This design comes from an exercise in tuning for small area, a short achievable clock period and few clock cycles on the open sky130 flow, not from production work. Where RTL was checked, it was by simulation tests only, not by an equivalence proof against the original. Power is estimated from default activity; no workload was simulated.

## red
==> flow/design.v (excerpt) <==
module prf_frame_codec (
    input  wire        clk,
    input  wire        rst,
    input  wire        in_valid,
    output wire        in_ready,
    input  wire [1:0]  in_op,
    input  wire [4:0]  in_kind,
    input  wire [31:0] in_data,
    input  wire [2:0]  in_nbytes,
    input  wire        in_last,
    output reg         rsp_valid,
    input  wire        rsp_ready,
    output reg  [1:0]  rsp_status,
    output wire [31:0] rsp_crc,
    output wire [31:0] rsp_rcv,
    output wire [15:0] rsp_expected,
    output wire [15:0] rsp_actual
);
==> flow/config.mk <==
export PLATFORM = sky130hd
export DESIGN_NAME = prf_frame_codec
export DESIGN_NICKNAME = prf_frame_codec
export VERILOG_FILES = /design/flow/design.v
export SDC_FILE = /design/flow/constraint.sdc
export NUM_CORES = 4
export LEC_CHECK = 0
export CAP_MARGIN = 20
export CORE_MARGIN = 2
export CORE_UTILIZATION = 40
export SLEW_MARGIN = 20
==> flow/constraint.sdc <==
create_clock -name core_clock -period 10.0 [get_ports {clk}]
set_input_delay 2.0000 -clock core_clock [delete_from_list [all_inputs] [get_ports {clk}]]
set_output_delay 2.0000 -clock core_clock [all_outputs]
set_load 0.01 [all_outputs]
standard.sh (not shown) runs the stock make flow with config.mk's settings and CLKGATE_MAP_FILE= SYNTH_SCRIPT=/design/flow/synth_recipe.tcl, a recipe that flattens the netlist after the stock synthesis.
==> flow/flow/run.sh <==
#!/bin/bash
# Layout: the standard ORFS flow (standard.sh), with plain buffers on the
# ports and timing repair aimed below the clock period.
set -euo pipefail
source flow/settings.sh
bash standard.sh "${EXTRA[@]}" finish > make_finish.log 2>&1
==> flow/flow/settings.sh <==
EXTRA=(
  "BUFFER_PORTS_ARGS=-buffer_cell sky130_fd_sc_hd__buf_1"
  "SETUP_SLACK_MARGIN=6.9"
  "TNS_END_PERCENT=0"
  "CTS_BUF_LIST=sky130_fd_sc_hd__clkbuf_8"
)
Testbench counts of red, summed over its fixed seeds: cycles 12,333.
Here is what was changed in the inputs of blue compared with red.
Settings: swapping 40 for 55 in CORE_UTILIZATION.
==> flow/flow/settings.sh <==
EXTRA=(
  "BUFFER_PORTS_ARGS=-buffer_cell sky130_fd_sc_hd__buf_1"
  "SETUP_SLACK_MARGIN=7.05"
  "TNS_END_PERCENT=0"
  "CTS_BUF_LIST=sky130_fd_sc_hd__clkbuf_8"
  "CORE_UTILIZATION=55"
)
Results
Routability congestion estimate of blue exceeds that of red by a few percent.
red → blue: switching share of total power lower; number of buffers and inverters on the critical path lower; clock skew roughly the same; post-placement cell count lower; die area lower.
blue ends up with a final-layout worst hold slack that is 4.0 ps lower than in red.
Utilization in blue is 20 points higher than in red
The lower worst-path maximum fanout came out of blue.
Clock-buffer cell count delta (red -> blue): insignificant
The setup slack of blue is larger than that of red.
Here is what was changed in the inputs of green compared with blue.
Settings: swapping 55 for 40 in CORE_UTILIZATION.
==> flow/flow/settings.sh <==
EXTRA=(
  "BUFFER_PORTS_ARGS=-buffer_cell sky130_fd_sc_hd__buf_2"
  "SETUP_SLACK_MARGIN=7.2"
  "TNS_END_PERCENT=0"
)
==> comparison <==
- [compare] base=blue new=green: hold violation total from the final report stayed essentially flat; number of standard cells in the layout, taps in and fillers out rose by 70.
- Relative to blue, the full die area of green is higher by 9000 sq um.
- Compared with blue, in green total number of vias grew by 0.30%; total setup buffers inserted after CTS shrank by about 12%; portion of total power attributed to combinational logic shrank by 2.0 points; post-synthesis simple-gate area fraction held steady.
- Looking at clock skew across both flows, green is the stronger of the two, with blue trailing.
- green does worse than blue on net load switching power.
- Route | green vs blue | wire longer in green
Modified inputs, orange compared to green
==> flow/flow/settings.sh <==
EXTRA=(
  "BUFFER_PORTS_ARGS=-buffer_cell sky130_fd_sc_hd__buf_2"
  "SETUP_SLACK_MARGIN=6.7"
  "TNS_END_PERCENT=0"
)
- Sequential share of layout area is lower on green
- The standard cells in orange occupy less silicon area than those in green do.
- orange: global-route wire length before repair is about 3.2% lower than what green reported.
- Comparing green against orange, there is no change at all in sequential cell area.
- ~same detail-routed via count per cell in green and orange
- Routed length per instance is higher on orange
- Maximum clock frequency, orange vs green: down by a little under 10%
- Taking green as the reference point, the routed wire length of orange falls by about 3.4%.

* * *

run A:
prf_frame_codec again, from the RTL that the note above started with.
Settings: LEC_CHECK=0, CAP_MARGIN=20, CORE_MARGIN=2, CORE_UTILIZATION=40, SLEW_MARGIN=20; clock period 10.0 ns.
==> flow/flow/settings.sh <==
EXTRA=(
  "BUFFER_PORTS_ARGS=-buffer_cell sky130_fd_sc_hd__buf_2"
  "SETUP_SLACK_MARGIN=6.9"
  "TNS_END_PERCENT=0"
  "CTS_CLUSTER_SIZE=40"
  "CTS_CLUSTER_DIAMETER=100"
)
Scripts as last shown in full above: flow/flow/run.sh
Testbench counts of run A, summed over its fixed seeds: cycles 12,333.
Modified inputs, run B compared to run A
==> flow/flow/settings.sh <==
EXTRA=(
  "BUFFER_PORTS_ARGS=-buffer_cell sky130_fd_sc_hd__buf_1"
  "SETUP_SLACK_MARGIN=6.9"
  "TNS_END_PERCENT=0"
)
==> run notes <==
Run B vs. run A: sequential share of layout area increased 0.35 points, core utilization went down, top achievable clock speed rose about 0.4%. Compared with run A, run B shows a sum of routed wire segments on met1 that is about 2% higher. Run B ended with every stage complete and zero timing, DRC or antenna violations. From run A to run B the numbers moved as follows: power drawn by the combinational cells was more or less identical, post-detailed-routing wire length saw an increase, final area went down by 130 sq um, total power saw little to no change. Power share of the combinational group was higher in run B than in run A.

* * *

Setup of ember:
prf_frame_codec, a different RTL version from the one above (not shown whole).
For scale: roughly 1,100 cells after synthesis, roughly 150 I/O pins, ~13,000 um^2 of cells after synthesis.
## prf_frame_codec
module prf_frame_codec (
    input  wire        clk,
    input  wire        rst,
    input  wire        in_valid,
    output wire        in_ready,
    input  wire [1:0]  in_op,
    input  wire [4:0]  in_kind,
    input  wire [31:0] in_data,
    input  wire [2:0]  in_nbytes,
    input  wire        in_last,
    output reg         rsp_valid,
    input  wire        rsp_ready,
    output reg  [1:0]  rsp_status,
    output wire [31:0] rsp_crc,
    output wire [31:0] rsp_rcv,
    output wire [15:0] rsp_expected,
    output wire [15:0] rsp_actual
);
    localparam [1:0] OP_CRC32  = 2'd1;
    localparam [1:0] OP_DECODE = 2'd3;
    localparam [1:0] ST_OK       = 2'd0;
    localparam [1:0] ST_SIZE     = 2'd1;
    localparam [1:0] ST_CHECKSUM = 2'd2;
    reg        sk_v;
    reg [31:0] sk_data;
    reg [2:0]  sk_nb;
    reg        sk_last;
    reg [1:0]  sk_op;
    reg [4:0]  sk_kind;
    assign in_ready = !sk_v;
    wire take = in_valid && !sk_v;
    wire [31:0] s_data = sk_v ? sk_data : in_data;
    wire [2:0]  s_nb   = sk_v ? sk_nb   : in_nbytes;
    wire        s_last = sk_v ? sk_last : in_last;
    wire [1:0]  s_op   = sk_v ? sk_op   : in_op;
    wire [4:0]  s_kind = sk_v ? sk_kind : in_kind;
    reg        q_v;
    reg [31:0] q_data;
    reg [2:0]  q_nb;
    reg        q_last;
    reg        q_first;
    reg [4:0]  q_k;         
    reg        first_n;     
    reg [3:0]  left;        
    reg        tx_chk;      
    reg        tx_dec;      
    reg [4:0]  tx_exp;      
    reg [4:0] s_size;
    reg [4:0] s_k0;
    reg [3:0] s_rest;
  ...
export LEC_CHECK = 0
export CAP_MARGIN = 20
export CORE_MARGIN = 2
export CORE_UTILIZATION = 40
export SLEW_MARGIN = 20
create_clock -name core_clock -period 10.0 [get_ports {clk}]
==> flow/flow/settings.sh <==
EXTRA=(
  "BUFFER_PORTS_ARGS=-buffer_cell sky130_fd_sc_hd__buf_2"
  "SETUP_SLACK_MARGIN=7.2"
)
Scripts as last shown in full above: flow/flow/run.sh
Here is what was changed in the inputs of harbor compared with ember.
==> flow/run.sh (new file) <==
#!/bin/bash
# synth_recipe.tcl (not shown) runs the flow's synth.tcl, then flattens the netlist and writes it again
# the make line also repeats each setting of config.mk as NAME=value (left out here)
make -C /OpenROAD-flow-scripts/flow DESIGN_CONFIG=/design/flow/config.mk WORK_HOME=/design/flow/orfs CLKGATE_MAP_FILE= SYNTH_SCRIPT=/design/flow/synth_recipe.tcl finish
removed: flow/flow/run.sh
removed: flow/flow/settings.sh
removed: flow/standard.sh
==> run notes <==
- Of ember and harbor, the higher count of plain and timing-repair buffers in the layout belongs to ember.
- Share of total power in the clock network ended up 3.0 points higher on harbor than on ember.
- Relative to ember, the worst setup margin of harbor is lower by 980 ps.
- Final-layout clock buffer total (higher): ember
- Comparing the two runs side by side, harbor comes out behind ember on final period demand of the worst path.
- Per the comparison of harbor with ember, wire length went down by 8700 um; final period utilization saw an increase; global-route usage went down.
- Re hold slack: harbor is 4.2 ps up on ember.
- ember completed; timing, DRC and antenna clean
- Looking at the reports, harbor completed the entire flow and the layout it produced met the timing, design-rule and antenna checks.
- harbor vs ember: combinational group share of total power down in harbor
No functional check of the RTL was part of any run of this note.

* * *

## job 9186
prf_frame_codec with an RTL version that a note above also has.
Size in the first run: about 1000 cells after synthesis, roughly 150 I/O pins.
==> flow/config.mk <==
export PLATFORM = sky130hd
export DESIGN_NAME = prf_frame_codec
export DESIGN_NICKNAME = prf_frame_codec
export VERILOG_FILES = /design/flow/design.v
export SDC_FILE = /design/flow/constraint.sdc
export NUM_CORES = 4
export LEC_CHECK = 0
export CAP_MARGIN = 20
export CORE_MARGIN = 2
export CORE_UTILIZATION = 40
export SLEW_MARGIN = 20
==> flow/constraint.sdc <==
create_clock -name core_clock -period 10.0 [get_ports {clk}]
set_input_delay 2.0000 -clock core_clock [delete_from_list [all_inputs] [get_ports {clk}]]
set_output_delay 2.0000 -clock core_clock [all_outputs]
set_load 0.01 [all_outputs]
==> flow/flow/run.sh <==
#!/bin/bash
# Layout: the standard ORFS flow (standard.sh), with plain buffers on the
# ports and timing repair aimed below the clock period.
set -euo pipefail
source flow/settings.sh
bash standard.sh "${EXTRA[@]}" finish > make_finish.log 2>&1
==> flow/flow/settings.sh <==
EXTRA=(
  "BUFFER_PORTS_ARGS=-buffer_cell sky130_fd_sc_hd__buf_2"
  "SETUP_SLACK_MARGIN=6.9"
  "TNS_END_PERCENT=0"
  "CTS_BUF_LIST=sky130_fd_sc_hd__clkbuf_8"
)
Testbench counts of job 9186, summed over its fixed seeds: cycles 12,333.
Input changes introduced in job 3988 (baseline for comparison: job 9186):
==> flow/flow/settings.sh <==
EXTRA=(
  "BUFFER_PORTS_ARGS=-buffer_cell sky130_fd_sc_hd__buf_2"
  "SETUP_SLACK_MARGIN=6.9"
  "TNS_END_PERCENT=0"
)
==> run notes <==
- Having completed the whole flow, job 3988 delivered a layout that passed the timing, design-rule and antenna checks.
- | total number of cells along the worst setup path | job 3988 vs job 9186 | 6 lower |
- Job 3988 vs. job 9186: fraction of standard cell area in multi-input logic went down by 0.73 points.
- In the tables for job 3988 and job 9186, post-layout minimum cycle time reads lower with job 3988.
- Comparing clock power share for job 3988 and job 9186, the bigger number came from job 3988.
- Job 3988 and job 9186 ended up with nearly the same global-route usage.
- Core util | job 3988 vs job 9186 | job 3988 higher
- As far as sum of routed wire length over all layers is concerned, job 3988 and job 9186 perform about the same.
- Worst setup slack after layout in job 3988 is 77 ps higher than in job 9186
- Between job 3988 and job 9186, the net switching component of the power is lower for job 9186.
## Diff of input files: job 6204 against job 3988
==> flow/flow/settings.sh <==
EXTRA=(
  "BUFFER_PORTS_ARGS=-buffer_cell sky130_fd_sc_hd__buf_2"
  "SETUP_SLACK_MARGIN=7.05"
  "TNS_END_PERCENT=0"
)
## What came out
The total number of clock tree sinks of job 3988 and that of job 6204 are within noise of each other.
Worst hold slack across job 3988 and job 6204: no real change.
Taking job 6204 over job 3988, the first-iteration DRC count ratio works out to 1.10.
The logic gate share of total power reported for job 6204 is greater than that of job 3988 by 3.9 points.
Job 6204 vs job 3988: overall power after layout up in job 6204
Looking at area growth from synthesis to layout, job 6204 sits 4.5 points higher than job 3988 does.
Between job 3988 and job 6204, worst reg-to-reg setup slack is higher for job 6204, job 3988 comes in under that.
The clock network fraction of design power number comes out lower for job 6204 vs job 3988.
Routed length on met3 of job 6204 falls short of that of job 3988 slightly.
What job 9217 does differently from job 6204 at the input level:
==> flow/flow/settings.sh <==
EXTRA=(
  "BUFFER_PORTS_ARGS=-buffer_cell sky130_fd_sc_hd__buf_1"
  "SETUP_SLACK_MARGIN=7.05"
  "TNS_END_PERCENT=0"
  "CTS_BUF_LIST=sky130_fd_sc_hd__clkbuf_8"
)
## What came out
- Clock buffer and inverter area fraction after layout in job 9217 is 1.3 points lower than in job 6204
- Across both runs, overall routing resource usage was lower for job 9217 than for job 6204.
- Between job 6204 and job 9217, clock share of power is lower for job 9217, job 6204 comes in above that.
- For the worst slew margin relative to its limit, job 9217 came in 9.4 points lower than job 6204 did.
- In job 9217, the switching fraction of total power came out 1.1 points above the value in job 6204.
- Summary of job 9217 over job 6204: internal cell power has decreased, aggregate routed wire length has decreased, post-synthesis instance area has remained practically unchanged, final critical-path setup slack has decreased.
- Summary of job 9217 over job 6204: relative contribution of sequential cells to total power shows an increase of 0.9 points, final critical-path share of the clock period shows an increase of 0.35 points.
diff inputs: job 9217 => job 6391
==> flow/flow/settings.sh <==
EXTRA=(
  "BUFFER_PORTS_ARGS=-buffer_cell sky130_fd_sc_hd__buf_1"
  "SETUP_SLACK_MARGIN=7.05"
  "TNS_END_PERCENT=0"
)
==> comparison <==
Compare job 6391 and job 9217 | routing usage on met1 lower: job 9217. From job 9217 to job 6391 the numbers moved as follows: number of clock buffer instances in the layout did not really move, power in the clock group went up by about 33%, number of vias after detailed routing saw an increase.

## separate check: timing with driven ports
Ports are ideal in the flow. The routed layouts listed here were re-timed in OpenROAD.
Step 1, drivers: a clkbuf_16 drives clk and a buf_2 each remaining input, both assumed.
Step 2 times the ports against the registers' clock, not the clock port: input delays grow and output delays shrink by t, the midpoint of the rising clock arrivals with the driver on.
a / b / c = ideal / step 1 / step 2; a / b = the first two.
| run | t (ns) | setup WS [ns] | worst setup path after step 2 |
|---|---|---|---|
| red | 0.526 | 6.683 / 6.635 / 6.263 | input to register |
| blue | 0.515 | 6.866 / 6.839 / 6.408 | input to register |
| green | 0.486 | 6.885 / 6.850 / 6.429 | input to register |
| orange | 0.485 | 6.550 / 6.550 / 6.127 | input to register |
| run A | 0.485 | 6.706 / 6.656 / 6.307 | input to register |
| run B | 0.488 | 6.720 / 6.669 / 6.274 | input to register |
| ember | 0.504 | 6.851 / 6.854 / 6.362 | input to register |
| harbor | 0.497 | 5.874 / 5.874 / 5.663 | input to register |
| job 9186 | 0.522 | 6.629 / 6.618 / 6.210 | input to register |
| job 3988 | 0.485 | 6.706 / 6.656 / 6.307 | input to register |
| job 6204 | 0.486 | 6.885 / 6.850 / 6.429 | input to register |
| job 9217 | 0.523 | 6.849 / 6.814 / 6.350 | input to register |
| job 6391 | 0.491 | 6.889 / 6.852 / 6.418 | input to register |
After both steps setup and hold are still met in every run listed. The setup slack of job 9217, which loses most, moves by -0.035 ns with the drivers and by -0.499 ns with both steps.
